Background: an optimization exercise with open tools, aiming at small area, a short achievable clock period and few clock cycles. Do not read the settings as production practice. Where RTL was checked, it was by simulation tests only, not by an equivalence proof against the original. The RTL of runs 1, 3 and 4 was laid out without a check of its function. Power figures rest on the tool's default switching activity, not on a simulated workload.

$ cat flow/design.v
module awx_draw (
    input  wire        clk,
    input  wire        rst,
    input  wire        cmd_valid,
    output wire        cmd_ready,
    input  wire [63:0] cmd_desc,
    input  wire [1:0]  cfg_orient,
    input  wire [2:0]  flag_clr,
    output wire        tx_valid,
    input  wire        tx_ready,
    output wire        tx_cmd,
    output wire [15:0] tx_data,
    input  wire        tx_idle,
    output reg  [13:0] win_remain,
    output reg  [2:0]  flags         
);
    localparam [3:0] OP_NOP    = 4'h0,
                     OP_SETWIN = 4'h1,
                     OP_PIXEL  = 4'h2,
                     OP_POINT  = 4'h3,
                     OP_FILL   = 4'h4,
                     OP_LINE   = 4'h5,
                     OP_RECT   = 4'h6,
                     OP_CIRCLE = 4'h7;
    localparam [1:0] T_IDLE = 2'd0, T_DEC = 2'd1, T_RUN = 2'd2;
    localparam [3:0] G_IDLE = 4'd0,
                     G_LOUT = 4'd1,    
                     G_LI1  = 4'd2,    
                     G_LI2  = 4'd3,    
                     G_LI3  = 4'd4,    
                     G_LI4  = 4'd5,    
                     G_LCHK = 4'd6,    
                     G_LS1  = 4'd7,    
                     G_LS2  = 4'd8,    
                     G_LS3  = 4'd9,    
                     G_CIRC = 4'd10;
    reg [1:0] tstate;
    reg       rdy;
    assign cmd_ready = rdy;
    reg [3:0]  op;
    reg        zok;                  
    reg [8:0]  fx1, fy1, fx2, fy2;   
    reg [15:0] color;
    reg        o;                    
    always @(posedge clk) begin
        if (rdy) begin
            op    <= cmd_desc[63:60];
            zok   <= (cmd_desc[59:56] == 4'd0) && (cmd_desc[19:16] == 4'd0);
            fx1   <= cmd_desc[55:47];
            fy1   <= cmd_desc[46:38];
            fx2   <= cmd_desc[37:29];
            fy2   <= cmd_desc[28:20];
            color <= cmd_desc[15:0];
            o     <= cfg_orient[1];
        end
    end
    wire zx1 = (fx1 == 9'd0);
    wire zy1 = (fy1 == 9'd0);
    wire zx2 = (fx2 == 9'd0);
    wire zy2 = (fy2 == 9'd0);
    wire zc  = (color == 16'd0);
    wire d_nop    = (op == OP_NOP)    && zok && zx1 && zy1 && zx2 && zy2 && zc;
    wire d_setwin = (op == OP_SETWIN) && zok && zc;
    wire d_pixel  = (op == OP_PIXEL)  && zok && zx1 && zy1 && zx2 && zy2;
    wire d_point  = (op == OP_POINT)  && zok && zx2 && zy2;
    wire d_fill   = (op == OP_FILL)   && zok;
    wire d_line   = (op == OP_LINE)   && zok;
    wire d_rect   = (op == OP_RECT)   && zok;
    wire d_circle = (op == OP_CIRCLE) && zok && zy2;
    wire win_ok = (fx1 <= fx2) && (fx2 < 9'd160) && (fy1 <= fy2) && (fy2 < 9'd80);
    wire ptw     = (op == OP_POINT) || (op == OP_LINE) || (op == OP_RECT) || (op == OP_CIRCLE);
    wire is_fill = (op == OP_FILL);
    wire is_rect = (op == OP_RECT);
    wire is_pt   = (op == OP_POINT);
    reg [3:0]  gst;
    reg [8:0]  r0, r1;           
    reg signed [11:0] e;         
    reg [9:0]  md, nd;           
    reg        sx, sy, xmaj, stepm;
    reg        lfirst;
    reg [1:0]  edge_n;
    reg [2:0]  k;
    reg        cdec;
    reg        gvalid, gon;
    reg [7:0]  gx;
    reg [6:0]  gy;
    wire       gfree = !gvalid || !gon;
    wire       gpt   = gvalid && gon;
    reg        wreq, preq, cnt_act;
    reg        txv, tx_cmd_r, tx_col;
    reg [7:0]  tx_lo;
    reg [2:0]  eseq;
    reg [7:0]  ex;
    reg [6:0]  ey;
    assign tx_valid = txv;
    assign tx_cmd   = tx_cmd_r;
    assign tx_data  = {tx_col ? color[15:8] : 8'd0, tx_lo};
    wire fire = txv && tx_ready;
    wire sel_b = (k == 3'd0) || (k == 3'd1) || (k == 3'd4) || (k == 3'd7);
    wire xneg  = (k == 3'd0) || (k == 3'd2) || (k == 3'd3) || (k == 3'd7);
    wire yneg  = (k == 3'd0) || (k == 3'd1) || (k == 3'd3) || (k == 3'd5);
    reg [10:0] ax, bx, ay, by;
    reg        ix, iy;
    always @(*) begin
        ax = 11'd0; bx = {2'b00, r0}; ix = 1'b0;
        ay = 11'd0; by = {2'b00, r1}; iy = 1'b0;
        case (gst)
            G_LI1: begin
                ax = {2'b00, fx2}; ix = 1'b1;
                ay = {2'b00, fy2}; iy = 1'b1;
            end
            G_LI2: begin
                bx = {md[9], md}; ix = sx;
                by = {nd[9], nd}; iy = sy;
            end
            G_LI3: begin
                ax = {md[9], md}; bx = {nd[9], nd}; ix = 1'b1;
            end
            G_CIRC: begin
                ax = {2'b00, fx1}; bx = {2'b00, sel_b ? r1 : r0}; ix = xneg;
                ay = {2'b00, fy1}; by = {2'b00, sel_b ? r0 : r1}; iy = yneg;
            end
            default: ;
        endcase
    end
    wire [10:0] sx_sum = ax + (bx ^ {11{ix}}) + {10'd0, ix};
    wire [10:0] sy_sum = ay + (by ^ {11{iy}}) + {10'd0, iy};
    wire        c_on   = !sx_sum[10] && (sx_sum < 11'd160) && !sy_sum[10] && (sy_sum < 11'd80);
    reg [11:0] be;
    reg        ie;
    always @(*) begin
        be = {2'b00, md}; ie = 1'b0;
        if (gst == G_LS2) begin
            be = {2'b00, nd}; ie = 1'b1;
        end else if (gst == G_CIRC) begin
            if (k == 3'd0) begin be = {2'b00, r0, 1'b1}; ie = 1'b0; end
            else           begin be = {2'b00, r1, 1'b1}; ie = 1'b1; end
        end
    end
    wire signed [11:0] se = e + $signed(be ^ {12{ie}}) + $signed({11'd0, ie});
    wire dpos = !e[11] && (e != 12'sd0);
    wire cont = (r1 > r0 + {8'd0, dpos});    
    wire fx_end    = (r0 == fx2);
    wire fy_end    = (r1 == fy2);
    wire fill_last = fx_end && fy_end;
    wire lmaj   = is_rect ? !edge_n[0] : xmaj;
    wire at_end = is_pt || (lmaj ? fx_end : fy_end);
    wire last_edge = !is_rect || (edge_n == 2'd3);
    wire win_data  = (op != OP_SETWIN);
    wire tx_last   = (eseq == 3'd7) ? (!is_fill || fill_last)
                                    : ((eseq == 3'd6) && !win_data);
    wire start_src = ptw ? gpt : wreq;
    wire start_win = (tstate == T_RUN) && !txv && tx_idle && start_src;
    wire start_pix = (tstate == T_RUN) && !txv && preq;
    wire [2:0] nseq   = eseq + 3'd1;
    reg  [7:0] csel;
    always @(*) begin
        case (nseq)
            3'd1:    csel = ptw ? ex : fx1[7:0];
            3'd2:    csel = ptw ? ex : fx2[7:0];
            3'd4:    csel = ptw ? {1'b0, ey} : fy1[7:0];
            default: csel = ptw ? {1'b0, ey} : fy2[7:0];
        endcase
    end
    wire       x_part = (nseq == 3'd1) || (nseq == 3'd2);
    wire [7:0] cval   = csel + ((x_part ^ o) ? 8'd26 : 8'd1);
    always @(posedge clk) begin
        if (rst) begin
            txv <= 1'b0;
        end else if (start_win) begin
            txv      <= 1'b1;
            tx_cmd_r <= 1'b1;
            tx_lo    <= 8'h2A;
            tx_col   <= 1'b0;
            eseq     <= 3'd0;
            if (ptw) begin
                ex <= gx;
                ey <= gy;
            end
        end else if (start_pix) begin
            txv      <= 1'b1;
            tx_cmd_r <= 1'b0;
            tx_lo    <= color[7:0];
            tx_col   <= 1'b1;
            eseq     <= 3'd7;
        end else if (fire) begin
            case (eseq)
                3'd2: begin
                    tx_cmd_r <= 1'b1;
                    tx_lo    <= 8'h2B;
                    eseq     <= nseq;
                end
                3'd5: begin
                    tx_cmd_r <= 1'b1;
                    tx_lo    <= 8'h2C;
                    eseq     <= nseq;
                end
                3'd6: begin
                    if (win_data) begin
                        tx_cmd_r <= 1'b0;
                        tx_lo    <= color[7:0];
                        tx_col   <= 1'b1;
                        eseq     <= 3'd7;
                    end else begin
                        txv <= 1'b0;
                    end
                end
                3'd7: begin
                    if (tx_last) txv <= 1'b0;
                end
                default: begin
                    tx_cmd_r <= 1'b0;
                    tx_lo    <= cval;
                    eseq     <= nseq;
                end
            endcase
        end
    end
    wire it_en = is_fill ? (fire && eseq == 3'd7) : cnt_act;
    wire gwrite = gfree && ((gst == G_LOUT) || (gst == G_CIRC));
    wire done_now = (gst == G_IDLE) && !gpt && !wreq && !preq && !cnt_act &&
                    (!txv || (fire && tx_last));
    always @(posedge clk) begin
        if (rst) begin
            tstate     <= T_IDLE;
            rdy        <= 1'b1;
            gst        <= G_IDLE;
            gvalid     <= 1'b0;
            wreq       <= 1'b0;
            preq       <= 1'b0;
            cnt_act    <= 1'b0;
            win_remain <= 14'd0;
            flags      <= 3'd0;
        end else begin
            if (rdy)
                flags <= flags & ~flag_clr;
            if (gvalid && !gon)
                flags[0] <= 1'b1;
            if (gwrite) begin
                gvalid <= 1'b1;
                gon    <= c_on;
                gx     <= sx_sum[7:0];
                gy     <= sy_sum[6:0];
            end else if ((start_win && ptw) || !gon) begin
                gvalid <= 1'b0;
            end
            if (start_win && !ptw)
                wreq <= 1'b0;
            if (start_pix)
                preq <= 1'b0;
            if (start_win) begin
                if (win_remain != 14'd0) flags[1] <= 1'b1;
                win_remain <= 14'd0;
                if (op == OP_SETWIN) cnt_act <= 1'b1;
            end else if (cnt_act) begin
                win_remain <= win_remain + 14'd1;
            end else if (fire && eseq == 3'd7 && op == OP_PIXEL) begin
                if (win_remain == 14'd0) flags[1] <= 1'b1;
                else win_remain <= win_remain - 14'd1;
            end
            if (it_en) begin
                if (fx_end) begin
                    r0 <= fx1;
                    r1 <= r1 + 9'd1;
                end else begin
                    r0 <= r0 + 9'd1;
                end
                if (fill_last) cnt_act <= 1'b0;
            end
            case (tstate)
                T_IDLE: if (cmd_valid) begin
                    tstate <= T_DEC;
                    rdy    <= 1'b0;
                end
                T_DEC: begin
                    tstate <= T_IDLE;
                    rdy    <= 1'b1;
                    if (d_nop) begin
                    end else if (d_setwin || d_fill) begin
                        if (win_ok) begin
                            r0     <= fx1;
                            r1     <= fy1;
                            wreq   <= 1'b1;
                            tstate <= T_RUN;
                            rdy    <= 1'b0;
                        end else begin
                            flags[0] <= 1'b1;
                        end
                    end else if (d_pixel) begin
                        preq   <= 1'b1;
                        tstate <= T_RUN;
                        rdy    <= 1'b0;
                    end else if (d_point || d_line || d_rect) begin
                        r0     <= fx1;
                        r1     <= fy1;
                        edge_n <= 2'd0;
                        lfirst <= 1'b1;
                        gst    <= G_LOUT;
                        tstate <= T_RUN;
                        rdy    <= 1'b0;
                    end else if (d_circle) begin
                        r0     <= 9'd0;
                        r1     <= fx2;
                        e      <= 12'sd0;
                        k      <= 3'd0;
                        cdec   <= 1'b0;
                        gst    <= G_CIRC;
                        tstate <= T_RUN;
                        rdy    <= 1'b0;
                    end else begin
                        flags[2] <= 1'b1;
                    end
                end
                T_RUN: if (done_now) begin
                    tstate <= T_IDLE;
                    rdy    <= 1'b1;
                end
                default: begin
                    tstate <= T_IDLE;
                    rdy    <= 1'b1;
                end
            endcase
            case (gst)
                G_LOUT: if (gfree) begin
                    lfirst <= 1'b0;
                    if (is_pt)       gst <= G_IDLE;
                    else if (lfirst) gst <= G_LI1;
                    else             gst <= G_LCHK;
                end
                G_LI1: begin
                    md  <= sx_sum[9:0];
                    nd  <= sy_sum[9:0];
                    sx  <= sx_sum[10];
                    sy  <= sy_sum[10];
                    gst <= G_LI2;
                end
                G_LI2: begin
                    md  <= sx_sum[9:0];
                    nd  <= sy_sum[9:0];
                    gst <= is_rect ? G_LCHK : G_LI3;
                end
                G_LI3: begin
                    xmaj <= !sx_sum[10];
                    gst  <= G_LI4;
                end
                G_LI4: begin
                    if (xmaj) begin
                        md <= nd;
                        nd <= md;
                    end
                    e   <= 12'sd0;
                    gst <= G_LCHK;
                end
                G_LCHK: begin
                    if (at_end) begin
                        if (last_edge) begin
                            gst <= G_IDLE;
                        end else begin
                            edge_n <= edge_n + 2'd1;
                            r0     <= (edge_n == 2'd2) ? fx2 : fx1;
                            r1     <= (edge_n == 2'd1) ? fy2 : fy1;
                            gst    <= G_LOUT;
                        end
                    end else begin
                        stepm <= 1'b0;
                        gst   <= is_rect ? G_LS3 : G_LS1;
                    end
                end
                G_LS1: begin
                    e   <= se;
                    gst <= G_LS2;
                end
                G_LS2: begin
                    stepm <= !se[11];
                    if (!se[11]) e <= se;
                    gst <= G_LS3;
                end
                G_LS3: begin
                    if (lmaj || stepm) r0 <= sx ? r0 - 9'd1 : r0 + 9'd1;
                    if (!lmaj || stepm) r1 <= sy ? r1 - 9'd1 : r1 + 9'd1;
                    gst <= G_LOUT;
                end
                G_CIRC: if (gfree) begin
                    k <= k + 3'd1;
                    if (k == 3'd0 || (k == 3'd1 && cdec))
                        e <= se;
                    if (k == 3'd7) begin
                        cdec <= dpos;
                        r0   <= r0 + 9'd1;
                        if (dpos) r1 <= r1 - 9'd1;
                        if (!cont) gst <= G_IDLE;
                    end
                end
                default: ;
            endcase
        end
    end
endmodule
$ cat flow/run.sh
#!/bin/bash
# synth_recipe.tcl (not shown) runs the flow's synth.tcl, then flattens the netlist and writes it again
# the make line also repeats each setting of config.mk as NAME=value (left out here)
make -C /OpenROAD-flow-scripts/flow DESIGN_CONFIG=/design/flow/config.mk WORK_HOME=/design/flow/orfs CLKGATE_MAP_FILE= SYNTH_SCRIPT=/design/flow/synth_recipe.tcl finish
$ cat flow/config.mk
export PLATFORM = sky130hd
export DESIGN_NAME = awx_draw
export DESIGN_NICKNAME = awx_draw
export VERILOG_FILES = /design/flow/design.v
export SDC_FILE = /design/flow/constraint.sdc
export NUM_CORES = 4
export LEC_CHECK = 0
export CAP_MARGIN = 20
export CORE_MARGIN = 2
export CORE_UTILIZATION = 40
export PLACE_DENSITY = 0.6
export SLEW_MARGIN = 20
$ cat flow/constraint.sdc
create_clock -name core_clock -period 12.0 [get_ports {clk}]
set_input_delay 2.4000 -clock core_clock [delete_from_list [all_inputs] [get_ports {clk}]]
set_output_delay 2.4000 -clock core_clock [all_outputs]
set_load 0.01 [all_outputs]
==> impl_metrics.csv, run 1 <==
group,metric,value,unit
outcome,outcome,"timing/DRC/antenna clean",
setup_path,cp_top_family,"compound AO/OA/AOI/OAI gates",
logic_synthesis,synthCells,1595,
flow_run,maxCapViolCount,0,
global_route,antenna_found_initial,2,
clocking,cts_buffers,17,
logic_synthesis,ys.flop_type,"edfxtp_1",
detailed_routing,drc_errors,0,
detailed_routing,routed_wl,49.0,mm
logic_synthesis,async_flop_share,0,%
setup_path,path_class,"reg2reg",
sta,final-hold-violation-count,0,
clocking,cts_tree,"built",
placement,gp_congestion,0.948,
floorplan,die_y,194,µm
sta,finalCriticalPeriod,5.35,ns
clocking,cts_setup_buffers,0,
setup_path,critical_path.cell_chain,"nor2b_1, nand2b_1, a22oi_1, and2_1, a2bb2oi_1, a21oi_1, ha_1, a31o_2, a31o_1, a21oi_1, o2111ai_1, a21oi_1, xnor2_1, a221o_1, and2_1, a22o_1",
global_route,grt_usage,25.6,%
sta,worst_slack,6.65,ns
setup_path,path_max_fanout,20,
clocking,cts-root-buf,"clkbuf_16",
cells_and_area,regArea,5480,µm²
detailed_routing,vias,13250,
setup_path,critPathBufInv,0,
detailed_routing,drtIter0Drc,1342,
placement,dp_cells,2097,
sta,finalMaxSlewViolations,0,
min_path,hold_path_class,"reg2reg",
power,vdd_drop_max,0.000297,V
cells_and_area,syn_to_final_growth,14.9,%
setup_path,start_kind,"flip-flop",
setup_path,cp_data_required_time,12.22,ns
logic_synthesis,yosys.area.top_type_share,33.9,%
logic_synthesis,synth_nets,1764,
logic_synthesis,synth_area_leaders,"edfxtp_1, ha_1, nand2_1",
logic_synthesis,muxShareOfSynthArea,2.37,%
sta,fin_setup_tns,0,ns
logic_synthesis,synth_edf_count,163,
logic_synthesis,yosys.area.top_type,"edfxtp_1",
setup_path,cp-end-kind,"flip-flop",
clocking,clockBufferDepth,2,
detailed_routing,routedWlPerCell,23.0,µm
floorplan,initial_core_util,40.6,%
logic_synthesis,synthSimpleGateAreaFrac,18.0,%
floorplan,rows,69,
power,power.total,2.82,mW
sta,rsz0062_at_grt,"no",
global_route,grt_pass1_wl,74.4,mm
logic_synthesis,synth.avg_cell_area,9.04,µm²
floorplan,coreArea,35600,µm²
logic_synthesis,synth-compound-area-share,22.8,%
global_route,grt_pass1_vias,12339,
floorplan,die_area,37600,µm²
global_route,overflow,0,
floorplan,io_pins,110,
detailed_routing,via_per_inst,6.22,
logic_synthesis,synth-adder-area-share,8.50,%
setup_path,cpMostUsedCell,"a21oi_1",
logic_synthesis,syn_area,14400,µm²
cells_and_area,layout.cells.non_filler,2131,
power,p_per_area,170,nW/µm²
clocking,clock-sinks,192,
logic_synthesis,synth_common_cells,"edfxtp_1, nand2_1, nor2_1",
clocking,path_clk_slew,0.08,ns
cells_and_area,drive_gt1_share,6.41,%
sta,finalClockSkew,0.0119,ns
placement,dp_hpwl,36.3,mm
clocking,insertion_delay,0.46,ns
sta,max_freq,187,MHz
logic_synthesis,synth-seq-area-share,38.0,%
clocking,cts_resized,0,
placement,place_ws,6.74,ns
detailed_routing,ant_nets,0,
logic_synthesis,synth_top_family_by_area,"compound AO/OA/AOI/OAI gates",
logic_synthesis,yosys.cell_types.count,82,
logic_synthesis,ys_seq_elements,192,
detailed_routing,dr.pass1.iters,9,
global_route,grt_max_degree,61,
sta,relSlewSlack,23.8,%
clocking,postCtsHoldBufs,0,
setup_path,max_stage_delay,0.76,ns
power,p_leak,6.25,nW
sta,period_share,44.6,%
cells_and_area,multi_input_area,8360,µm²
placement,port_buffers,108,
floorplan,fp.dieW,194,µm
clocking,h-tree-depth,4,
cells_and_area,nNetsFinal,1825,
logic_synthesis,synth_most_common_cell,"edfxtp_1",
sta,worst_pin_slew,1.13,ns
logic_synthesis,yosysWarnings,1,
sta,setup_viol,0,
cells_and_area,n_fill_cell,3445,
setup_path,crit_slowest_cell,"dfxtp_1",
logic_synthesis,synthXorXnorAreaFrac,6.07,%
setup_path,arrival,5.57,ns
-- cell families (layout without fill, tap and decap cells) --
kind of cell | Yosys count | after routing
AO/OA/AOI/OAI | 472 | 472
XOR/XNOR | 100 | 100
adder cells (fa/ha/maj) | 95 | 95
buffers and inverters | 161 | 235
flip-flops | 192 | 192
multiplexers | 32 | 32
other | 0 | 1
AND/OR/NAND/NOR | 543 | 543
-- placed cells by master, fill, tap and decap left out, types with 28 or more instances in the layout --
| master | n |
|---|---|
| ha_1 | 90 |
| o21ai_0 | 70 |
| clkdlybuf4s50_1 | 108 |
| nand2_1 | 156 |
| xor2_1 | 39 |
| xnor2_1 | 61 |
| a21oi_1 | 115 |
| dfxtp_1 | 28 |
| nand3_1 | 44 |
| inv_1 | 67 |
| edfxtp_1 | 163 |
| nor2_1 | 148 |
| nor2b_1 | 28 |
| nor3_1 | 32 |
-- area by class of cell --
class / instances / share of cell area, %
antenna: 1 / 0.0151
sequential: 192 / 33.1
multi-input combinational: 1242 / 50.4
inverter: 69 / 1.56
timing repair buffer: 134 / 7.70
clock inverter: 15 / 1.16
tap: 461 / 3.48
clock buffer: 17 / 2.57
-- worst paths after layout --
check / startpoint / to / slack [ns] / cells past startpoint
hold / removal: gx[3] / ex[3] / 0.42 / 0
hold reg to reg: gx[3] / ex[3] / 0.42 / 0
setup / recovery: gst[2] / e[7] / 6.65 / 16
setup reg to reg: gst[2] / e[7] / 6.65 / 16
-- through the flow --
step	hold WS, ns	instance area (µm²)	utilization, %
2_1_floorplan	0.400	14400	-
3_3_place_gp	0.404	15900	44.8
5_1_grt	0.425	16600	46.6
3_5_place_dp	0.405	15900	44.8
4_1_cts	0.419	16600	46.5
6_report	0.420	16600	46.6
-- routing by layer --
metal / track usage, % / part of all wire [%]
met5: 0 / 0
met4: 8.70 / 3.4
met2: 40.3 / 45
met1: 35.4 / 42
met3: 4.89 / 9.6
-- power breakdown --
group          internal [mW]  switching (mW)
clock network          0.284           0.312
registers              0.863           0.114
logic                  0.491           0.759
total                   1.64            1.19
-- state kept, by name, indices dropped and copies added (netlist names), 2 cells and up --
signal      flops
color          16
win_remain     14
e              12
md             10
nd             10
fx1             9
fx2             9
fy1             9
fy2             9
r0              9
r1              9
ex              8
gx              8
tx_lo           8
ey              7
gy              7
gst             4
op              4
eseq            3
flags           3
k               3
edge_n          2
tstate          2
==> inputs of run 2 (changes only) <==
--- a/flow/design.v
+++ b/flow/design.v
@@ -90,8 +90,6 @@
     reg        txv, tx_cmd_r, tx_col;
     reg [7:0]  tx_lo;
     reg [2:0]  eseq;
-    reg [7:0]  ex;
-    reg [6:0]  ey;
     assign tx_valid = txv;
     assign tx_cmd   = tx_cmd_r;
     assign tx_data  = {tx_col ? color[15:8] : 8'd0, tx_lo};
@@ -156,10 +154,10 @@
     reg  [7:0] csel;
     always @(*) begin
         case (nseq)
-            3'd1:    csel = ptw ? ex : fx1[7:0];
-            3'd2:    csel = ptw ? ex : fx2[7:0];
-            3'd4:    csel = ptw ? {1'b0, ey} : fy1[7:0];
-            default: csel = ptw ? {1'b0, ey} : fy2[7:0];
+            3'd1:    csel = ptw ? gx : fx1[7:0];
+            3'd2:    csel = ptw ? gx : fx2[7:0];
+            3'd4:    csel = ptw ? {1'b0, gy} : fy1[7:0];
+            default: csel = ptw ? {1'b0, gy} : fy2[7:0];
         endcase
     end
     wire       x_part = (nseq == 3'd1) || (nseq == 3'd2);
@@ -173,10 +171,6 @@
             tx_lo    <= 8'h2A;
             tx_col   <= 1'b0;
             eseq     <= 3'd0;
-            if (ptw) begin
-                ex <= gx;
-                ey <= gy;
-            end
         end else if (start_pix) begin
             txv      <= 1'b1;
             tx_cmd_r <= 1'b0;
@@ -218,6 +212,7 @@
     end
     wire it_en = is_fill ? (fire && eseq == 3'd7) : cnt_act;
     wire gwrite = gfree && ((gst == G_LOUT) || (gst == G_CIRC));
+    wire wr_nz = (win_remain != 14'd0);
     wire done_now = (gst == G_IDLE) && !gpt && !wreq && !preq && !cnt_act &&
                     (!txv || (fire && tx_last));
     always @(posedge clk) begin
@@ -241,7 +236,7 @@
                 gon    <= c_on;
                 gx     <= sx_sum[7:0];
                 gy     <= sy_sum[6:0];
-            end else if ((start_win && ptw) || !gon) begin
+            end else if ((fire && eseq == 3'd4 && ptw) || !gon) begin
                 gvalid <= 1'b0;
             end
             if (start_win && !ptw)
@@ -249,14 +244,13 @@
             if (start_pix)
                 preq <= 1'b0;
             if (start_win) begin
-                if (win_remain != 14'd0) flags[1] <= 1'b1;
+                if (wr_nz) flags[1] <= 1'b1;
                 win_remain <= 14'd0;
                 if (op == OP_SETWIN) cnt_act <= 1'b1;
-            end else if (cnt_act) begin
-                win_remain <= win_remain + 14'd1;
+            end else if (cnt_act || (fire && eseq == 3'd7 && op == OP_PIXEL && wr_nz)) begin
+                win_remain <= win_remain + {{13{!cnt_act}}, 1'b1};
             end else if (fire && eseq == 3'd7 && op == OP_PIXEL) begin
-                if (win_remain == 14'd0) flags[1] <= 1'b1;
-                else win_remain <= win_remain - 14'd1;
+                flags[1] <= 1'b1;
             end
             if (it_en) begin
                 if (fx_end) begin
==> flow/flow/run.sh (new file) <==
#!/bin/bash
set -euo pipefail
bash standard.sh finish SETUP_SLACK_MARGIN=8 \
    "BUFFER_PORTS_ARGS=-buffer_cell sky130_fd_sc_hd__buf_4" > make_flow.log 2>&1
==> flow/standard.sh (new file) <==
#!/bin/bash
# synth_recipe.tcl (not shown) runs the flow's synth.tcl, then flattens the netlist and writes it again
# the make line also repeats each setting of config.mk as NAME=value (left out here)
make -C /OpenROAD-flow-scripts/flow DESIGN_CONFIG=/design/flow/config.mk WORK_HOME=/design/flow/orfs CLKGATE_MAP_FILE= SYNTH_SCRIPT=/design/flow/synth_recipe.tcl "${@:-finish}"
removed: flow/run.sh
==> impl_metrics.csv, run 2 <==
group,metric,value,unit
clocking,cts_buffers,17,
logic_synthesis,yosys.area.top_type,"edfxtp_1",
cells_and_area,reg_top3,"color x16, win_remain x14, e x12",
cells_and_area,layout_common_cells,"buf_4, nand2_1, edfxtp_1",
sta,setup_viol,0,
cells_and_area,layout_commonest_cell,"buf_4",
setup_path,cp-end-kind,"flip-flop",
detailed_routing,drtIter0Drc,1328,
detailed_routing,routed_wl,45.8,mm
clocking,cts_tree,"built",
setup_path,critical_path.cell_chain,"nor4b_4, buf_6, nor4_1, a211oi_1, nand2_1, mux2_2, fa_2, nor2b_1, o21ai_1, a21oi_2, o21a_1, o21a_1, nor2_2, o221a_2, nand3b_1, nor3_2, and4_4",
logic_synthesis,syn_area,13600,µm²
cells_and_area,drive_gt1_share,18.6,%
detailed_routing,ant_nets,0,
min_path,hold_path_class,"reg2reg",
cells_and_area,largest_reg_flops,16,
outcome,outcome,"timing/DRC/antenna clean",
logic_synthesis,synth_edf_count,148,
detailed_routing,routedWlPerCell,22.3,µm
logic_synthesis,synthCells,1496,
cells_and_area,syn_to_final_growth,18.9,%
sta,final-hold-violation-count,0,
floorplan,coreArea,33400,µm²
sta,fin_setup_tns,0,ns
detailed_routing,drc_errors,0,
global_route,overflow,0,
sta,finalMaxSlewViolations,0,
clocking,postCtsHoldBufs,0,
logic_synthesis,synth_area_leaders,"edfxtp_1, ha_1, nand2_1",
floorplan,die_area,35400,µm²
clocking,cts-root-buf,"clkbuf_16",
power,p_leak,6.27,nW
logic_synthesis,yosys.cell_types.count,79,
logic_synthesis,ys.flop_type,"edfxtp_1",
cells_and_area,regMostFlops,"color",
logic_synthesis,yosys.area.top_type_share,32.7,%
logic_synthesis,yosysWarnings,1,
global_route,grt_usage,25.4,%
global_route,antenna_found_initial,1,
placement,gp_congestion,0.929,
logic_synthesis,ys_seq_elements,177,
clocking,insertion_delay,0.46,ns
setup_path,cp_data_required_time,12.33,ns
logic_synthesis,synth_most_common_cell,"nand2_1",
global_route,grt_pass1_wl,68.7,mm
setup_path,path_class,"reg2reg",
cells_and_area,nNetsFinal,1764,
sta,finalCriticalPeriod,4.33,ns
setup_path,crit_slowest_cell,"dfxtp_4",
sta,max_freq,231,MHz
global_route,grt_pass1_vias,11812,
logic_synthesis,synth_common_cells,"nand2_1, nor2_1, edfxtp_1",
cells_and_area,insertedDiodeCount,0,
sta,relSlewSlack,27.3,%
clocking,h-tree-depth,4,
floorplan,io_pins,110,
logic_synthesis,synth-seq-area-share,37.0,%
sta,finalClockSkew,0.0115,ns
setup_path,max_stage_delay,0.43,ns
setup_path,critPathBufInv,1,
clocking,clockBufferDepth,2,
detailed_routing,vias,12551,
clocking,path_clk_slew,0.07,ns
setup_path,path_max_fanout,24,
power,p_per_area,142,nW/µm²
cells_and_area,stdcell_area,16200,µm²
setup_path,start_kind,"flip-flop",
placement,place_area,14900,µm²
global_route,grt_max_degree,63,
placement,port_buffers,108,
placement,dp_hpwl,32.7,mm
floorplan,die_y,188,µm
setup_path,cp_top_family,"simple AND/OR/NAND/NOR gates",
setup_path,arrival,4.66,ns
floorplan,initial_core_util,40.6,%
detailed_routing,dr.pass1.iters,8,
logic_synthesis,synth.avg_cell_area,9.08,µm²
setup_path,cpMostUsedCell,"o21a_1",
sta,worst_pin_slew,1.09,ns
flow_run,maxCapViolCount,0,
sta,rsz0062_at_grt,"yes",
sta,period_share,36.1,%
clocking,clock-sinks,177,
power,vdd_drop_max,0.000112,V
detailed_routing,via_per_inst,6.10,
logic_synthesis,synth_nets,1665,
floorplan,rows,67,
floorplan,fp.dieW,188,µm
logic_synthesis,async_flop_share,0,%
run 2: worst register-to-register path: stages (launching register included):
cell      delay [ns]
dfxtp_4         0.43
nor4b_4         0.41
buf_6           0.29
nor4_1          0.08
a211oi_1        0.39
nand2_1         0.17
mux2_2          0.33
fa_2            0.37
nor2b_1         0.13
o21ai_1         0.11
a21oi_2         0.20
o21a_1          0.20
o21a_1          0.14
nor2_2          0.05
o221a_2         0.27
nand3b_1        0.17
nor3_2          0.18
and4_4          0.27
run 2: path summary, 6_finish.rpt:
path | startpoint | to | slack (ns) | cells after the start
max reg2reg | gst[1] | gon | 7.67 | 17
min reg2reg | flags[2] | flags[2] | 0.50 | 2
min | flags[2] | flags[2] | 0.50 | 2
max | gst[1] | gon | 7.67 | 17
run 2: area by class of cell:
class	instances	area [µm²]
clock buffers	20	468
clock inverters	12	134
fillers	3156	17300
inverters	69	263
multi-input cells	1171	8450
flip-flops and latches	177	5040
well taps	448	561
repair buffers	159	1240
run 2: report_power, final:
group	total, mW	switching (mW)	internal (mW)	leakage, nW
logic	0.830	0.457	0.374	4.31
registers	0.879	0.104	0.775	1.66
clock network	0.590	0.277	0.313	0.301
total	2.30	0.838	1.46	6.27
run 2: what timing repair did:
item / in CTS / in global routing
gates resized for setup: 52 / 37
buffers inserted: 22 / 12
pin swaps: 29 / 11
endpoints found under the setup margin: 80 / 50
gates cloned: 2 / 0
run 2: per-stage QoR:
stage               util (%)  worst slack, ns  std cells  hold WS (ns)  power, mW
floorplan                  -             7.98       1496         0.453       1.38
global placement        44.4             6.71       1988         0.474       1.60
global route            48.3             7.50       2056         0.529       2.40
detailed placement      44.4             6.72       1988         0.483       1.61
CTS                     47.5             7.75       2044         0.499       2.26
finish                  48.3             7.67       2056         0.499       2.30
run 2: cells by family (layout without fill, tap and decap cells):
family          Yosys count  count (layout)  share of synthesized area (%)
compound gates          415             416                           21.5
simple gates            508             508                           17.8
mux                      45              45                           3.57
fa+ha+maj                95              95                           9.03
xor+xnor                107             107                           6.90
flops                   177             177                           37.0
buf+inv                 149             260                           4.21
run 2: routing by layer:
| layer | GRT usage, % | vias to the layer above | routed length, µm |
|---|---|---|---|
| met1 | 33.2 | 6019 | 19100 |
| met2 | 39.4 | 628 | 20400 |
| met5 | 0 | - | 0 |
| met3 | 7.25 | 101 | 4490 |
| met4 | 10.7 | 0 | 1720 |
| li1 | - | 5803 | - |
Testbench counts of run 2, summed over its fixed seeds: cycles 348,010.
==> inputs of run 3 (changes only) <==
--- a/flow/design.v
+++ b/flow/design.v
@@ -25,7 +25,6 @@
     localparam [1:0] T_IDLE = 2'd0, T_DEC = 2'd1, T_RUN = 2'd2;
     localparam [3:0] G_IDLE = 4'd0,
                      G_LOUT = 4'd1,    
-                     G_LI1  = 4'd2,    
                      G_LI2  = 4'd3,    
                      G_LI3  = 4'd4,    
                      G_LI4  = 4'd5,    
@@ -54,6 +53,7 @@
             o     <= cfg_orient[1];
         end
     end
+    reg [8:0]  r0, r1;           
     wire zx1 = (fx1 == 9'd0);
     wire zy1 = (fy1 == 9'd0);
     wire zx2 = (fx2 == 9'd0);
@@ -67,13 +67,11 @@
     wire d_line   = (op == OP_LINE)   && zok;
     wire d_rect   = (op == OP_RECT)   && zok;
     wire d_circle = (op == OP_CIRCLE) && zok && zy2;
-    wire win_ok = (fx1 <= fx2) && (fx2 < 9'd160) && (fy1 <= fy2) && (fy2 < 9'd80);
     wire ptw     = (op == OP_POINT) || (op == OP_LINE) || (op == OP_RECT) || (op == OP_CIRCLE);
     wire is_fill = (op == OP_FILL);
     wire is_rect = (op == OP_RECT);
     wire is_pt   = (op == OP_POINT);
     reg [3:0]  gst;
-    reg [8:0]  r0, r1;           
     reg signed [11:0] e;         
     reg [9:0]  md, nd;           
     reg        sx, sy, xmaj, stepm;
@@ -90,6 +88,8 @@
     reg        txv, tx_cmd_r, tx_col;
     reg [7:0]  tx_lo;
     reg [2:0]  eseq;
+    reg [7:0]  ex;
+    reg [6:0]  ey;
     assign tx_valid = txv;
     assign tx_cmd   = tx_cmd_r;
     assign tx_data  = {tx_col ? color[15:8] : 8'd0, tx_lo};
@@ -100,14 +100,15 @@
     reg [10:0] ax, bx, ay, by;
     reg        ix, iy;
     always @(*) begin
-        ax = 11'd0; bx = {2'b00, r0}; ix = 1'b0;
-        ay = 11'd0; by = {2'b00, r1}; iy = 1'b0;
+        ax = {2'b00, fx2}; bx = {2'b00, r0}; ix = 1'b1;
+        ay = {2'b00, fy2}; by = {2'b00, r1}; iy = 1'b1;
         case (gst)
-            G_LI1: begin
-                ax = {2'b00, fx2}; ix = 1'b1;
-                ay = {2'b00, fy2}; iy = 1'b1;
+            G_LOUT: begin
+                ax = 11'd0; ix = 1'b0;
+                ay = 11'd0; iy = 1'b0;
             end
             G_LI2: begin
+                ax = 11'd0; ay = 11'd0;
                 bx = {md[9], md}; ix = sx;
                 by = {nd[9], nd}; iy = sy;
             end
@@ -124,6 +125,7 @@
     wire [10:0] sx_sum = ax + (bx ^ {11{ix}}) + {10'd0, ix};
     wire [10:0] sy_sum = ay + (by ^ {11{iy}}) + {10'd0, iy};
     wire        c_on   = !sx_sum[10] && (sx_sum < 11'd160) && !sy_sum[10] && (sy_sum < 11'd80);
+    wire        win_ok = !sx_sum[10] && (fx2 < 9'd160) && !sy_sum[10] && (fy2 < 9'd80);
     reg [11:0] be;
     reg        ie;
     always @(*) begin
@@ -154,10 +156,10 @@
     reg  [7:0] csel;
     always @(*) begin
         case (nseq)
-            3'd1:    csel = ptw ? gx : fx1[7:0];
-            3'd2:    csel = ptw ? gx : fx2[7:0];
-            3'd4:    csel = ptw ? {1'b0, gy} : fy1[7:0];
-            default: csel = ptw ? {1'b0, gy} : fy2[7:0];
+            3'd1:    csel = ptw ? ex : fx1[7:0];
+            3'd2:    csel = ptw ? ex : fx2[7:0];
+            3'd4:    csel = ptw ? {1'b0, ey} : fy1[7:0];
+            default: csel = ptw ? {1'b0, ey} : fy2[7:0];
         endcase
     end
     wire       x_part = (nseq == 3'd1) || (nseq == 3'd2);
@@ -171,6 +173,10 @@
             tx_lo    <= 8'h2A;
             tx_col   <= 1'b0;
             eseq     <= 3'd0;
+            if (ptw) begin
+                ex <= gx;
+                ey <= gy;
+            end
         end else if (start_pix) begin
             txv      <= 1'b1;
             tx_cmd_r <= 1'b0;
@@ -227,8 +233,11 @@
             win_remain <= 14'd0;
             flags      <= 3'd0;
         end else begin
-            if (rdy)
+            if (rdy) begin
                 flags <= flags & ~flag_clr;
+                r0    <= cmd_desc[55:47];
+                r1    <= cmd_desc[46:38];
+            end
             if (gvalid && !gon)
                 flags[0] <= 1'b1;
             if (gwrite) begin
@@ -236,7 +245,7 @@
                 gon    <= c_on;
                 gx     <= sx_sum[7:0];
                 gy     <= sy_sum[6:0];
-            end else if ((fire && eseq == 3'd4 && ptw) || !gon) begin
+            end else if ((start_win && ptw) || !gon) begin
                 gvalid <= 1'b0;
             end
             if (start_win && !ptw)
@@ -272,8 +281,6 @@
                     if (d_nop) begin
                     end else if (d_setwin || d_fill) begin
                         if (win_ok) begin
-                            r0     <= fx1;
-                            r1     <= fy1;
                             wreq   <= 1'b1;
                             tstate <= T_RUN;
                             rdy    <= 1'b0;
@@ -285,8 +292,10 @@
                         tstate <= T_RUN;
                         rdy    <= 1'b0;
                     end else if (d_point || d_line || d_rect) begin
-                        r0     <= fx1;
-                        r1     <= fy1;
+                        md     <= sx_sum[9:0];
+                        nd     <= sy_sum[9:0];
+                        sx     <= sx_sum[10];
+                        sy     <= sy_sum[10];
                         edge_n <= 2'd0;
                         lfirst <= 1'b1;
                         gst    <= G_LOUT;
@@ -318,16 +327,9 @@
                 G_LOUT: if (gfree) begin
                     lfirst <= 1'b0;
                     if (is_pt)       gst <= G_IDLE;
-                    else if (lfirst) gst <= G_LI1;
+                    else if (lfirst) gst <= G_LI2;
                     else             gst <= G_LCHK;
                 end
-                G_LI1: begin
-                    md  <= sx_sum[9:0];
-                    nd  <= sy_sum[9:0];
-                    sx  <= sx_sum[10];
-                    sy  <= sy_sum[10];
-                    gst <= G_LI2;
-                end
                 G_LI2: begin
                     md  <= sx_sum[9:0];
                     nd  <= sy_sum[9:0];
==> flow/flow/run.sh (replaced) <==
#!/bin/bash
set -euo pipefail
bash standard.sh finish SETUP_SLACK_MARGIN=8 > make_flow.log 2>&1
==> impl_metrics.csv, run 3 <==
group,metric,value,unit
setup_path,path_class,"reg2reg",
placement,port_buffers,108,
cells_and_area,insertedDiodeCount,0,
setup_path,start_kind,"flip-flop",
logic_synthesis,synth_area_leaders,"edfxtp_1, ha_1, xnor2_1",
sta,whs,0.416,ns
logic_synthesis,yosys.cell_types.count,93,
setup_path,critPathBufInv,2,
detailed_routing,ant_nets,0,
sta,relSlewSlack,32.7,%
logic_synthesis,synth.avg_cell_area,9.00,µm²
cells_and_area,largest_reg_flops,16,
floorplan,initial_core_util,40.5,%
cells_and_area,reg_top3,"color x16, win_remain x14, e x12",
logic_synthesis,yosys.area.top_type_share,34.0,%
global_route,antenna_found_initial,1,
floorplan,die_y,194,µm
floorplan,io_pins,110,
sta,fin_setup_tns,0,ns
sta,final-hold-violation-count,0,
logic_synthesis,synth_edf_count,163,
logic_synthesis,synth_common_cells,"edfxtp_1, nor2_1, nand2_1",
detailed_routing,met3_length,4.57,mm
setup_path,crit_slowest_cell,"or4_4",
logic_synthesis,yosys.area.top_type,"edfxtp_1",
setup_path,cp_data_required_time,12.34,ns
global_route,grt_usage,27.3,%
detailed_routing,dr.pass1.iters,6,
sta,setup_viol,0,
clocking,cts_tree,"built",
setup_path,critical_path.cell_chain,"inv_2, ha_4, and2_4, o31a_4, or3_1, a21oi_2, nor2_1, fa_2, a21oi_1, o21ai_0, a21oi_2, o21ai_2, xnor2_2, inv_1, or4_4, or3_1, o21ai_1, and4_1",
global_route,grt_pass1_vias,13029,
logic_synthesis,ys.flop_type,"edfxtp_1",
sta,rsz0062_at_grt,"yes",
logic_synthesis,synth-seq-area-share,38.1,%
logic_synthesis,ys_seq_elements,192,
floorplan,die_area,37500,µm²
logic_synthesis,synth_nets,1749,
detailed_routing,highest_layer,"met5",
sta,period_share,37.5,%
setup_path,max_stage_delay,0.53,ns
clocking,insertion_delay,0.47,ns
cells_and_area,drive_gt1_share,14.4,%
cells_and_area,layout_common_cells,"edfxtp_1, nor2_1, nand2_1",
detailed_routing,wl_met2,23.9,mm
logic_synthesis,async_flop_share,0,%
clocking,path_clk_slew,0.08,ns
setup_path,cp-end-kind,"flip-flop",
floorplan,rows,69,
cells_and_area,layout_commonest_cell,"edfxtp_1",
clocking,cts-root-buf,"clkbuf_16",
cells_and_area,stdcell_area,17700,µm²
logic_synthesis,synth_most_common_cell,"edfxtp_1",
cells_and_area,regMostFlops,"color",
sta,finalMaxSlewViolations,0,
cells_and_area,utilization,50.0,%
clocking,clock-sinks,192,
cells_and_area,nNetsFinal,1876,
setup_path,arrival,4.84,ns
setup_path,path_max_fanout,7,
flow_run,maxCapViolCount,0,
detailed_routing,m1WireLength,21.6,mm
clocking,clockBufferDepth,2,
sta,max_freq,222,MHz
floorplan,fp.dieW,194,µm
detailed_routing,routed_wl,52.8,mm
detailed_routing,via_per_inst,6.30,
cells_and_area,syn_to_final_growth,23.3,%
logic_synthesis,syn_area,14400,µm²
power,p_leak,6.62,nW
clocking,postCtsHoldBufs,0,
sta,finalClockSkew,0.0104,ns
global_route,grt_max_degree,62,
logic_synthesis,yosysWarnings,1,
global_route,overflow,0,
global_route,grt_pass1_wl,79.3,mm
outcome,outcome,"timing/DRC/antenna clean",
placement,dp_hpwl,35.6,mm
placement,place_area,16000,µm²
clocking,h-tree-depth,4,
placement,gp_congestion,0.934,
setup_path,cp_top_family,"simple AND/OR/NAND/NOR gates",
detailed_routing,routedWlPerCell,24.0,µm
detailed_routing,vias,13864,
floorplan,coreArea,35500,µm²
sta,finalCriticalPeriod,4.50,ns
clocking,cts_buffers,17,
power,p_per_area,182,nW/µm²
sta,worst_pin_slew,1.01,ns
detailed_routing,drtIter0Drc,1263,
detailed_routing,drc_errors,0,
power,vdd_drop_max,0.000121,V
min_path,hold_path_class,"reg2reg",
logic_synthesis,synthCells,1598,
==> run 3: cell types whose count changed in the layout (fill, tap and decap cells not counted), sizes merged, moves of 19 or more <==
cell,delta
xnor2,+21
clkdlybuf4s50,+100
a22oi,+21
inv,-28
o21ai,+22
nand3,+22
nand2,-25
buf,-62
a21oi,+36
mux2i,+19
==> run 3: layout make-up <==
cell class | instances | area [µm²]
tap | 461 | 577
sequential | 192 | 5490
timing repair buffer | 206 | 1950
fill | 3308 | 17800
clock buffer | 18 | 429
multi-input combinational | 1262 | 8940
clock inverter | 14 | 169
inverter | 46 | 176
==> run 3: path summary, 6_finish.rpt <==
path | depth (start not counted) | slack (ns) | end | start
min reg2reg | 0 | 0.42 | ex[7] | gx[7]
min | 0 | 0.42 | ex[7] | gx[7]
max reg2reg | 18 | 7.50 | gon | k[0]
max | 18 | 7.50 | gon | k[0]
==> run 3: through the flow <==
stage / total power, mW / std cells / worst slack (ns)
final: 3.22 / 2199 / 7.50
after global routing: 3.38 / 2199 / 7.32
after CTS: 3.08 / 2173 / 7.56
after detailed placement: 2.34 / 2093 / 6.17
after global placement: 2.31 / 2093 / 6.27
after floorplan: 1.91 / 1598 / 7.60
==> run 3: cells by family after synthesis <==
group	after synthesis	synth area share (%)
simple gates	544	18.3
mux	47	3.29
compound gates	476	22.3
buf+inv	146	3.91
flops	192	38.1
xor+xnor	116	7.12
fa+ha+maj	77	6.96
==> run 3: layer usage <==
metal  vias up  track usage (%)
met1      6685             35.5
met4         2             14.2
met2       737             42.9
li1       6284                -
met3       156             5.86
met5         -                0
==> run 3: power by group <==
group	switching [mW]	total (mW)	internal, mW
clock network	0.314	0.595	0.281
logic	0.934	1.64	0.709
registers	0.127	0.984	0.857
total	1.37	3.22	1.85
==> run 3: timing repair <==
action,4_1_cts,5_1_grt
gates resized for setup,81,57
pin swaps,40,14
buffers inserted,46,25
endpoints found under the setup margin,106,67
gates cloned,2,1
==> inputs of run 4 (changes only) <==
--- a/flow/design.v
+++ b/flow/design.v
@@ -25,6 +25,7 @@
     localparam [1:0] T_IDLE = 2'd0, T_DEC = 2'd1, T_RUN = 2'd2;
     localparam [3:0] G_IDLE = 4'd0,
                      G_LOUT = 4'd1,    
+                     G_LI1  = 4'd2,    
                      G_LI2  = 4'd3,    
                      G_LI3  = 4'd4,    
                      G_LI4  = 4'd5,    
@@ -53,7 +54,6 @@
             o     <= cfg_orient[1];
         end
     end
-    reg [8:0]  r0, r1;           
     wire zx1 = (fx1 == 9'd0);
     wire zy1 = (fy1 == 9'd0);
     wire zx2 = (fx2 == 9'd0);
@@ -67,48 +67,63 @@
     wire d_line   = (op == OP_LINE)   && zok;
     wire d_rect   = (op == OP_RECT)   && zok;
     wire d_circle = (op == OP_CIRCLE) && zok && zy2;
+    wire win_ok = (fx1 <= fx2) && (fx2 < 9'd160) && (fy1 <= fy2) && (fy2 < 9'd80);
     wire ptw     = (op == OP_POINT) || (op == OP_LINE) || (op == OP_RECT) || (op == OP_CIRCLE);
     wire is_fill = (op == OP_FILL);
     wire is_rect = (op == OP_RECT);
     wire is_pt   = (op == OP_POINT);
     reg [3:0]  gst;
+    reg [8:0]  r0, r1;           
     reg signed [11:0] e;         
     reg [9:0]  md, nd;           
     reg        sx, sy, xmaj, stepm;
     reg        lfirst;
     reg [1:0]  edge_n;
-    reg [2:0]  k;
+    reg [2:0]  k;                
     reg        cdec;
-    reg        gvalid, gon;
-    reg [7:0]  gx;
-    reg [6:0]  gy;
+    reg        gvalid;
+    reg [10:0] gx, gy;
+    wire       gon   = !gx[10] && (gx < 11'd160) && !gy[10] && (gy < 11'd80);
     wire       gfree = !gvalid || !gon;
     wire       gpt   = gvalid && gon;
     reg        wreq, preq, cnt_act;
     reg        txv, tx_cmd_r, tx_col;
     reg [7:0]  tx_lo;
     reg [2:0]  eseq;
-    reg [7:0]  ex;
-    reg [6:0]  ey;
     assign tx_valid = txv;
     assign tx_cmd   = tx_cmd_r;
     assign tx_data  = {tx_col ? color[15:8] : 8'd0, tx_lo};
     wire fire = txv && tx_ready;
-    wire sel_b = (k == 3'd0) || (k == 3'd1) || (k == 3'd4) || (k == 3'd7);
-    wire xneg  = (k == 3'd0) || (k == 3'd2) || (k == 3'd3) || (k == 3'd7);
-    wire yneg  = (k == 3'd0) || (k == 3'd1) || (k == 3'd3) || (k == 3'd5);
+    wire sel_b = k[2];
+    wire xneg  = k[1];
+    wire yneg  = k[0];
+    wire k_first = (k == 3'b111);
+    wire k_second = (k == 3'b101);
+    wire k_last  = (k == 3'b110);
+    reg [2:0] k_next;
+    always @(*) begin
+        case (k)
+            3'b111: k_next = 3'b101;
+            3'b101: k_next = 3'b010;
+            3'b010: k_next = 3'b011;
+            3'b011: k_next = 3'b100;
+            3'b100: k_next = 3'b001;
+            3'b001: k_next = 3'b000;
+            3'b000: k_next = 3'b110;
+            default: k_next = 3'b111;
+        endcase
+    end
     reg [10:0] ax, bx, ay, by;
     reg        ix, iy;
     always @(*) begin
-        ax = {2'b00, fx2}; bx = {2'b00, r0}; ix = 1'b1;
-        ay = {2'b00, fy2}; by = {2'b00, r1}; iy = 1'b1;
+        ax = 11'd0; bx = {2'b00, r0}; ix = 1'b0;
+        ay = 11'd0; by = {2'b00, r1}; iy = 1'b0;
         case (gst)
-            G_LOUT: begin
-                ax = 11'd0; ix = 1'b0;
-                ay = 11'd0; iy = 1'b0;
+            G_LI1: begin
+                ax = {2'b00, fx2}; ix = 1'b1;
+                ay = {2'b00, fy2}; iy = 1'b1;
             end
             G_LI2: begin
-                ax = 11'd0; ay = 11'd0;
                 bx = {md[9], md}; ix = sx;
                 by = {nd[9], nd}; iy = sy;
             end
@@ -124,8 +139,6 @@
     end
     wire [10:0] sx_sum = ax + (bx ^ {11{ix}}) + {10'd0, ix};
     wire [10:0] sy_sum = ay + (by ^ {11{iy}}) + {10'd0, iy};
-    wire        c_on   = !sx_sum[10] && (sx_sum < 11'd160) && !sy_sum[10] && (sy_sum < 11'd80);
-    wire        win_ok = !sx_sum[10] && (fx2 < 9'd160) && !sy_sum[10] && (fy2 < 9'd80);
     reg [11:0] be;
     reg        ie;
     always @(*) begin
@@ -133,7 +146,7 @@
         if (gst == G_LS2) begin
             be = {2'b00, nd}; ie = 1'b1;
         end else if (gst == G_CIRC) begin
-            if (k == 3'd0) begin be = {2'b00, r0, 1'b1}; ie = 1'b0; end
+            if (k_first) begin be = {2'b00, r0, 1'b1}; ie = 1'b0; end
             else           begin be = {2'b00, r1, 1'b1}; ie = 1'b1; end
         end
     end
@@ -156,10 +169,10 @@
     reg  [7:0] csel;
     always @(*) begin
         case (nseq)
-            3'd1:    csel = ptw ? ex : fx1[7:0];
-            3'd2:    csel = ptw ? ex : fx2[7:0];
-            3'd4:    csel = ptw ? {1'b0, ey} : fy1[7:0];
-            default: csel = ptw ? {1'b0, ey} : fy2[7:0];
+            3'd1:    csel = ptw ? gx[7:0] : fx1[7:0];
+            3'd2:    csel = ptw ? gx[7:0] : fx2[7:0];
+            3'd4:    csel = ptw ? gy[7:0] : fy1[7:0];
+            default: csel = ptw ? gy[7:0] : fy2[7:0];
         endcase
     end
     wire       x_part = (nseq == 3'd1) || (nseq == 3'd2);
@@ -173,10 +186,6 @@
             tx_lo    <= 8'h2A;
             tx_col   <= 1'b0;
             eseq     <= 3'd0;
-            if (ptw) begin
-                ex <= gx;
-                ey <= gy;
-            end
         end else if (start_pix) begin
             txv      <= 1'b1;
             tx_cmd_r <= 1'b0;
@@ -233,19 +242,15 @@
             win_remain <= 14'd0;
             flags      <= 3'd0;
         end else begin
-            if (rdy) begin
+            if (rdy)
                 flags <= flags & ~flag_clr;
-                r0    <= cmd_desc[55:47];
-                r1    <= cmd_desc[46:38];
-            end
             if (gvalid && !gon)
                 flags[0] <= 1'b1;
             if (gwrite) begin
                 gvalid <= 1'b1;
-                gon    <= c_on;
-                gx     <= sx_sum[7:0];
-                gy     <= sy_sum[6:0];
-            end else if ((start_win && ptw) || !gon) begin
+                gx     <= sx_sum;
+                gy     <= sy_sum;
+            end else if ((fire && eseq == 3'd4 && ptw) || !gon) begin
                 gvalid <= 1'b0;
             end
             if (start_win && !ptw)
@@ -281,6 +286,8 @@
                     if (d_nop) begin
                     end else if (d_setwin || d_fill) begin
                         if (win_ok) begin
+                            r0     <= fx1;
+                            r1     <= fy1;
                             wreq   <= 1'b1;
                             tstate <= T_RUN;
                             rdy    <= 1'b0;
@@ -292,10 +299,8 @@
                         tstate <= T_RUN;
                         rdy    <= 1'b0;
                     end else if (d_point || d_line || d_rect) begin
-                        md     <= sx_sum[9:0];
-                        nd     <= sy_sum[9:0];
-                        sx     <= sx_sum[10];
-                        sy     <= sy_sum[10];
+                        r0     <= fx1;
+                        r1     <= fy1;
                         edge_n <= 2'd0;
                         lfirst <= 1'b1;
                         gst    <= G_LOUT;
@@ -305,7 +310,7 @@
                         r0     <= 9'd0;
                         r1     <= fx2;
                         e      <= 12'sd0;
-                        k      <= 3'd0;
+                        k      <= 3'b111;
                         cdec   <= 1'b0;
                         gst    <= G_CIRC;
                         tstate <= T_RUN;
@@ -327,9 +332,16 @@
                 G_LOUT: if (gfree) begin
                     lfirst <= 1'b0;
                     if (is_pt)       gst <= G_IDLE;
-                    else if (lfirst) gst <= G_LI2;
+                    else if (lfirst) gst <= G_LI1;
                     else             gst <= G_LCHK;
                 end
+                G_LI1: begin
+                    md  <= sx_sum[9:0];
+                    nd  <= sy_sum[9:0];
+                    sx  <= sx_sum[10];
+                    sy  <= sy_sum[10];
+                    gst <= G_LI2;
+                end
                 G_LI2: begin
                     md  <= sx_sum[9:0];
                     nd  <= sy_sum[9:0];
@@ -377,10 +389,10 @@
                     gst <= G_LOUT;
                 end
                 G_CIRC: if (gfree) begin
-                    k <= k + 3'd1;
-                    if (k == 3'd0 || (k == 3'd1 && cdec))
+                    k <= k_next;
+                    if (k_first || (k_second && cdec))
                         e <= se;
-                    if (k == 3'd7) begin
+                    if (k_last) begin
                         cdec <= dpos;
                         r0   <= r0 + 9'd1;
                         if (dpos) r1 <= r1 - 9'd1;
==> flow/flow/run.sh (replaced) <==
#!/bin/bash
set -euo pipefail
bash standard.sh finish SETUP_SLACK_MARGIN=8 \
    "BUFFER_PORTS_ARGS=-buffer_cell sky130_fd_sc_hd__buf_4" > make_flow.log 2>&1
==> impl_metrics.csv, run 4 <==
group,metric,value,unit
outcome,outcome,"timing/DRC/antenna clean",
clocking,clock-sinks,183,
detailed_routing,dr.pass1.iters,8,
placement,port_buffers,108,
cells_and_area,nNetsFinal,1846,
detailed_routing,highest_layer,"met5",
setup_path,path_max_fanout,8,
power,vdd_drop_max,0.000119,V
clocking,h-tree-depth,4,
global_route,grt_pass1_vias,12353,
setup_path,crit_slowest_cell,"a222oi_1",
cells_and_area,reg_top3,"color x16, win_remain x14, e x12",
logic_synthesis,synth-adder-area-share,8.33,%
setup_path,cpMostUsedCell,"buf_4",
detailed_routing,drtIter0Drc,1587,
setup_path,cp-end-kind,"flip-flop",
sta,final-hold-violation-count,0,
cells_and_area,utilization,48.4,%
cells_and_area,layout_commonest_cell,"buf_4",
clocking,cts_tree,"built",
sta,finalMaxSlewViolations,0,
clocking,postCtsHoldBufs,0,
sta,setup_viol,0,
logic_synthesis,yosys.cell_types.count,93,
power,power.total,2.89,mW
sta,worst_pin_slew,1.16,ns
floorplan,fp.dieW,192,µm
setup_path,path_class,"reg2reg",
logic_synthesis,synth_most_common_cell,"edfxtp_1",
cells_and_area,insertedDiodeCount,0,
clocking,cts_buffers,17,
setup_path,cp_data_required_time,12.21,ns
logic_synthesis,ys_seq_elements,183,
detailed_routing,ant_nets,0,
floorplan,die_y,192,µm
placement,gp_congestion,0.951,
detailed_routing,m1WireLength,20.8,mm
cells_and_area,drive_gt1_share,20.4,%
detailed_routing,drc_errors,0,
sta,rsz0062_at_grt,"yes",
sta,finalClockSkew,0.0143,ns
detailed_routing,routedWlPerCell,23.2,µm
cells_and_area,n_fill_cell,3287,
floorplan,io_pins,110,
logic_synthesis,synthXorXnorAreaFrac,7.40,%
sta,relSlewSlack,22.1,%
floorplan,rows,69,
clocking,cts-root-buf,"clkbuf_16",
logic_synthesis,yosys.area.top_type_share,32.5,%
setup_path,cp_top_family,"compound AO/OA/AOI/OAI gates",
global_route,grt_max_degree,65,
clocking,path_clk_slew,0.07,ns
power,p_per_area,169,nW/µm²
global_route,grt_pass1_wl,73.9,mm
setup_path,arrival,4.40,ns
logic_synthesis,synth-compound-area-share,21.7,%
cells_and_area,regMostFlops,"color",
logic_synthesis,yosysWarnings,1,
logic_synthesis,synth_top_family_by_area,"compound AO/OA/AOI/OAI gates",
sta,fin_setup_tns,0,ns
logic_synthesis,synthSimpleGateAreaFrac,17.1,%
sta,max_freq,239,MHz
logic_synthesis,yosys.area.top_type,"edfxtp_1",
setup_path,critical_path.cell_chain,"nand3_4, buf_4, nand2_1, o21ai_0, a222oi_1, xnor2_1, ha_1, and3_1, o221a_2, o31ai_4, buf_4, nor2_1, nor3_4, o21a_1, nor2b_1, o31a_1",
logic_synthesis,synth.avg_cell_area,9.25,µm²
floorplan,die_area,37000,µm²
cells_and_area,largest_reg_flops,16,
global_route,antenna_found_initial,2,
cells_and_area,multi_input_area,8720,µm²
logic_synthesis,ys.flop_type,"edfxtp_1",
sta,finalCriticalPeriod,4.19,ns
global_route,overflow,0,
flow_run,maxCapViolCount,0,
logic_synthesis,syn_area,14200,µm²
logic_synthesis,synth_area_leaders,"edfxtp_1, ha_1, xnor2_1",
setup_path,max_stage_delay,0.65,ns
logic_synthesis,synth_edf_count,154,
clocking,insertion_delay,0.47,ns
detailed_routing,met3_length,4.75,mm
min_path,hold_path_class,"reg2reg",
logic_synthesis,synthCells,1536,
power,p_leak,6.86,nW
setup_path,critPathBufInv,2,
logic_synthesis,synth_nets,1700,
logic_synthesis,synth-seq-area-share,36.6,%
floorplan,coreArea,35300,µm²
logic_synthesis,muxShareOfSynthArea,4.47,%
detailed_routing,routed_wl,50.1,mm
logic_synthesis,async_flop_share,0,%
detailed_routing,via_per_inst,6.23,
placement,dp_hpwl,34.4,mm
logic_synthesis,synth_common_cells,"edfxtp_1, nand2_1, nor2_1",
detailed_routing,wl_met2,21.9,mm
sta,period_share,34.9,%
cells_and_area,regArea,5220,µm²
floorplan,initial_core_util,40.2,%
detailed_routing,vias,13410,
cells_and_area,layout_common_cells,"buf_4, edfxtp_1, nand2_1",
cells_and_area,syn_to_final_growth,20.4,%
global_route,grt_usage,26.7,%
clocking,clockBufferDepth,2,
setup_path,start_kind,"flip-flop",
run 4: cell count changes after synthesis, moves of 16 or more:
cell,delta
inv_1,+25
mux2_2,+24
o21ai_0,-30
nor2_1,-31
nand2_1,+16
a222oi_1,+17
nand3_1,-32
a21oi_1,-37
run 4: worst min-delay path, stage by stage (launching register included):
cell,delay [ns]
dfxtp_1,0.31
nand2_1,0.05
a21oi_1,0.05
run 4: what timing repair did:
item | in CTS | in global routing
hold endpoints to repair | 0 | 0
setup buffers | 28 | 52
pin swaps | 12 | 24
gates cloned | 4 | 3
endpoints found under the setup margin | 75 | 24
resized for setup | 51 | 33
run 4: worst paths after layout:
kind | cells after the start | slack (ns) | endpoint | from
max | 16 | 7.81 | e[0] | k[1]
min | 2 | 0.46 | flags[1] | flags[1]
max reg2reg | 16 | 7.81 | e[0] | k[1]
min reg2reg | 2 | 0.46 | flags[1] | flags[1]
run 4: stage by stage:
stage               cell area, µm²  std cells  hold WS, ns  setup WS, ns
floorplan                    14200       1536        0.466          8.00
global placement             15400       2037        0.450          6.83
detailed placement           15400       2037        0.447          6.79
CTS                          16500       2099        0.458          7.95
global route                 17100       2154        0.486          7.69
finish                       17100       2154        0.456          7.81
run 4: where the power goes:
group | total, mW | switching (mW) | internal (mW) | leakage (nW)
combinational | 1.31 | 0.700 | 0.605 | 4.85
sequential | 0.976 | 0.122 | 0.854 | 1.72
clock | 0.606 | 0.276 | 0.330 | 0.288
total | 2.89 | 1.10 | 1.79 | 6.86
run 4: cells by family after synthesis:
family	count (synthesis)
xor+xnor	120
mux	59
buf+inv	161
flops	183
simple gates	494
compound gates	427
fa+ha+maj	92
run 4: area by class of cell:
type | count | share of cell area (%)
inverters | 72 | 1.58
repair buffers | 214 | 10.1
well taps | 461 | 3.37
flip-flops and latches | 183 | 30.5
clock buffers | 18 | 2.51
clock inverters | 12 | 0.965
multi-input cells | 1194 | 51.0
run 4: layer usage:
layer  GRT usage (%)  vias to the layer above
met5               0                        -
met4            11.9                        4
met3            5.69                      142
met2            40.5                      689
met1            36.4                     6478
li1                -                     6097
==> inputs of run 5 (changes only) <==
--- a/flow/design.v
+++ b/flow/design.v
@@ -82,8 +82,10 @@
     reg [2:0]  k;                
     reg        cdec;
     reg        gvalid;
-    reg [10:0] gx, gy;
-    wire       gon   = !gx[10] && (gx < 11'd160) && !gy[10] && (gy < 11'd80);
+    reg [7:0]  gx, gy;
+    reg        gxh, gyh;         
+    wire       gon   = !gxh && !(gx[7] && (gx[6] || gx[5])) &&
+                       !gyh && !gy[7] && !(gy[6] && (gy[5] || gy[4]));
     wire       gfree = !gvalid || !gon;
     wire       gpt   = gvalid && gon;
     reg        wreq, preq, cnt_act;
@@ -143,7 +145,7 @@
     reg        ie;
     always @(*) begin
         be = {2'b00, md}; ie = 1'b0;
-        if (gst == G_LS2) begin
+        if (gst == G_LS2 || gst == G_LS3) begin
             be = {2'b00, nd}; ie = 1'b1;
         end else if (gst == G_CIRC) begin
             if (k_first) begin be = {2'b00, r0, 1'b1}; ie = 1'b0; end
@@ -248,8 +250,10 @@
                 flags[0] <= 1'b1;
             if (gwrite) begin
                 gvalid <= 1'b1;
-                gx     <= sx_sum;
-                gy     <= sy_sum;
+                gx     <= sx_sum[7:0];
+                gy     <= sy_sum[7:0];
+                gxh    <= (sx_sum[10:8] != 3'd0);
+                gyh    <= (sy_sum[10:8] != 3'd0);
             end else if ((fire && eseq == 3'd4 && ptw) || !gon) begin
                 gvalid <= 1'b0;
             end
@@ -380,10 +384,10 @@
                 end
                 G_LS2: begin
                     stepm <= !se[11];
-                    if (!se[11]) e <= se;
                     gst <= G_LS3;
                 end
                 G_LS3: begin
+                    if (stepm) e <= se;
                     if (lmaj || stepm) r0 <= sx ? r0 - 9'd1 : r0 + 9'd1;
                     if (!lmaj || stepm) r1 <= sy ? r1 - 9'd1 : r1 + 9'd1;
                     gst <= G_LOUT;
==> flow/flow/run.sh (replaced) <==
#!/bin/bash
set -euo pipefail
bash standard.sh finish SETUP_SLACK_MARGIN=8.25 \
    "BUFFER_PORTS_ARGS=-buffer_cell sky130_fd_sc_hd__buf_4" > make_flow.log 2>&1
==> impl_metrics.csv, run 5 <==
group,metric,value,unit
logic_synthesis,ys_seq_elements,179,
logic_synthesis,synth_nets,1725,
floorplan,initial_core_util,40.5,%
logic_synthesis,yosys.cell_types.count,85,
cells_and_area,stdcell_area,16700,µm²
setup_path,reg2reg_slack,8.31,ns
cells_and_area,syn_to_final_growth,19.6,%
logic_synthesis,synth_common_cells,"nand2_1, edfxtp_1, nor2_1",
cells_and_area,regArea,5100,µm²
placement,dp_hpwl,33.0,mm
setup_path,critPathLaunch,"tx_col",
power,vdd_drop_max,0.000122,V
clocking,postCtsHoldBufs,0,
logic_synthesis,yosys.area.top_type,"edfxtp_1",
clocking,clock-sinks,179,
setup_path,timing.rr.start,"fx2[1]",
global_route,grt_pass1_wl,71.4,mm
global_route,grt_usage,25.9,%
clocking,insertion_delay,0.47,ns
global_route,grt_max_degree,64,
clocking,h-tree-depth,4,
logic_synthesis,synth.avg_cell_area,8.94,µm²
global_route,grt_pass1_vias,12347,
min_path,worstHoldStart,"flags[1]",
flow_run,maxCapViolCount,0,
outcome,outcome,"timing/DRC/antenna clean",
setup_path,reg2reg_to,"r1[6]",
clocking,cts_tree,"built",
cells_and_area,largest_reg_flops,16,
sta,fin_setup_tns,0,ns
min_path,hold_depth,2,
setup_path,arrival,1.30,ns
clocking,path_clk_slew,0.08,ns
cells_and_area,n_fill_cell,3287,
logic_synthesis,yosysWarnings,1,
sta,finalMaxSlewViolations,0,
cells_and_area,regMostFlops,"color",
cells_and_area,drive_gt1_share,19.7,%
cells_and_area,nNetsFinal,1849,
placement,port_buffers,108,
sta,final-hold-violation-count,0,
detailed_routing,routed_wl,47.9,mm
detailed_routing,drc_errors,0,
sta,whs,0.463,ns
cells_and_area,layout_commonest_cell,"buf_4",
cells_and_area,insertedDiodeCount,0,
placement,gp_congestion,0.917,
sta,finalClockSkew,0.0159,ns
placement,place_area,15200,µm²
sta,max_freq,270,MHz
sta,worst_pin_slew,0.983,ns
logic_synthesis,syn_area,14000,µm²
logic_synthesis,ys.flop_type,"edfxtp_1",
logic_synthesis,synth_most_common_cell,"nand2_1",
logic_synthesis,synth-seq-area-share,36.4,%
floorplan,io_pins,110,
setup_path,worst-r2r-cell-count,11,
power,comb_power_share,45.3,%
logic_synthesis,synthCells,1561,
min_path,hold_path_class,"reg2reg",
cells_and_area,reg_top3,"color x16, win_remain x14, e x12",
global_route,overflow,0,
cells_and_area,layout_common_cells,"buf_4, nand2_1, edfxtp_1",
setup_path,cp-end-kind,"primary output",
sta,finalCriticalPeriod,3.70,ns
power,p_int,1.65,mW
cells_and_area,multi_input_area,8670,µm²
power,pwr-share-clk,20.7,%
floorplan,coreArea,34500,µm²
global_route,antenna_found_initial,0,
logic_synthesis,yosys.area.top_type_share,32.3,%
## run 5: cell types whose count changed after synthesis, sizes merged, moves of 10 or more
cell | previous run | this run
buf | 18 | 28
o21ai | 67 | 77
nand3 | 23 | 40
nand2 | 146 | 166
clkbuf | 71 | 59
a21oi | 85 | 125
a21o | 29 | 15
a22oi | 30 | 19
a31oi | 22 | 10
## run 5: cell type report
| class | instances | share of cell area (%) |
|---|---|---|
| multi-input cells | 1229 | 52.0 |
| flip-flops and latches | 179 | 30.6 |
| repair buffers | 191 | 9.15 |
| well taps | 455 | 3.41 |
| clock buffers | 18 | 2.57 |
| inverters | 67 | 1.54 |
| clock inverters | 14 | 0.817 |
## run 5: worst max-delay path, stage by stage, from the launching register on
cell and delay (ns):
edfxtp_1 0.49, and2_1 0.21, buf_4 0.14
## run 5: how the worst max path moves through the flow
| stage | to | slack [ns] | cells past startpoint |
|---|---|---|---|
| floorplan | r1[6] | 8.08 | 7 |
| global placement | sy | 7.07 | 15 |
| detailed placement | sy | 7.03 | 15 |
| CTS | sy | 8.19 | 16 |
| global route | e[10] | 8.23 | 17 |
| finish | tx_data[8] | 8.30 | 2 |
## run 5: through the flow
| step | total power, mW | setup WS, ns | cells | util [%] |
|---|---|---|---|---|
| global route | 2.89 | 8.23 | 2153 | 48.4 |
| floorplan | 1.70 | 8.08 | 1561 | - |
| detailed placement | 2.01 | 7.03 | 2053 | 44.0 |
| global placement | 1.98 | 7.07 | 2052 | 44.0 |
| finish | 2.74 | 8.30 | 2153 | 48.4 |
| CTS | 2.62 | 8.19 | 2102 | 46.6 |
## run 5: logic make-up after synthesis
kind of cell	Yosys count	synth area share, %
simple gates	551	19.1
compound gates	426	20.9
flops	179	36.4
buf+inv	154	4.33
xor+xnor	106	6.65
fa+ha+maj	91	8.42
mux	54	4.11
## run 5: what timing repair did
item	in CTS	in global routing
resized for setup	53	52
cloned	2	2
pin swaps	9	27
buffers inserted	15	49
setup endpoints to repair	67	53
## run 5: power by group through the flow
stage                     sequential, mW  clock [mW]  combinational [mW]
final                              0.931       0.567                1.24
after global routing               0.934       0.599                1.36
after CTS                          0.928       0.574                1.12
after detailed placement           0.944           0                1.07
after global placement             0.944           0                1.04
after floorplan                    0.872           0               0.831
## run 5: routing by layer
layer  vias up  part of all wire (%)  GRT usage [%]
met5         -                     0              0
met4         0                   3.7           11.0
met3       111                   9.9           6.55
met2       691                    44           38.8
met1      6316                    42           35.2
li1       6078                     -              -
Testbench counts of run 5, summed over its fixed seeds: cycles 348,010.
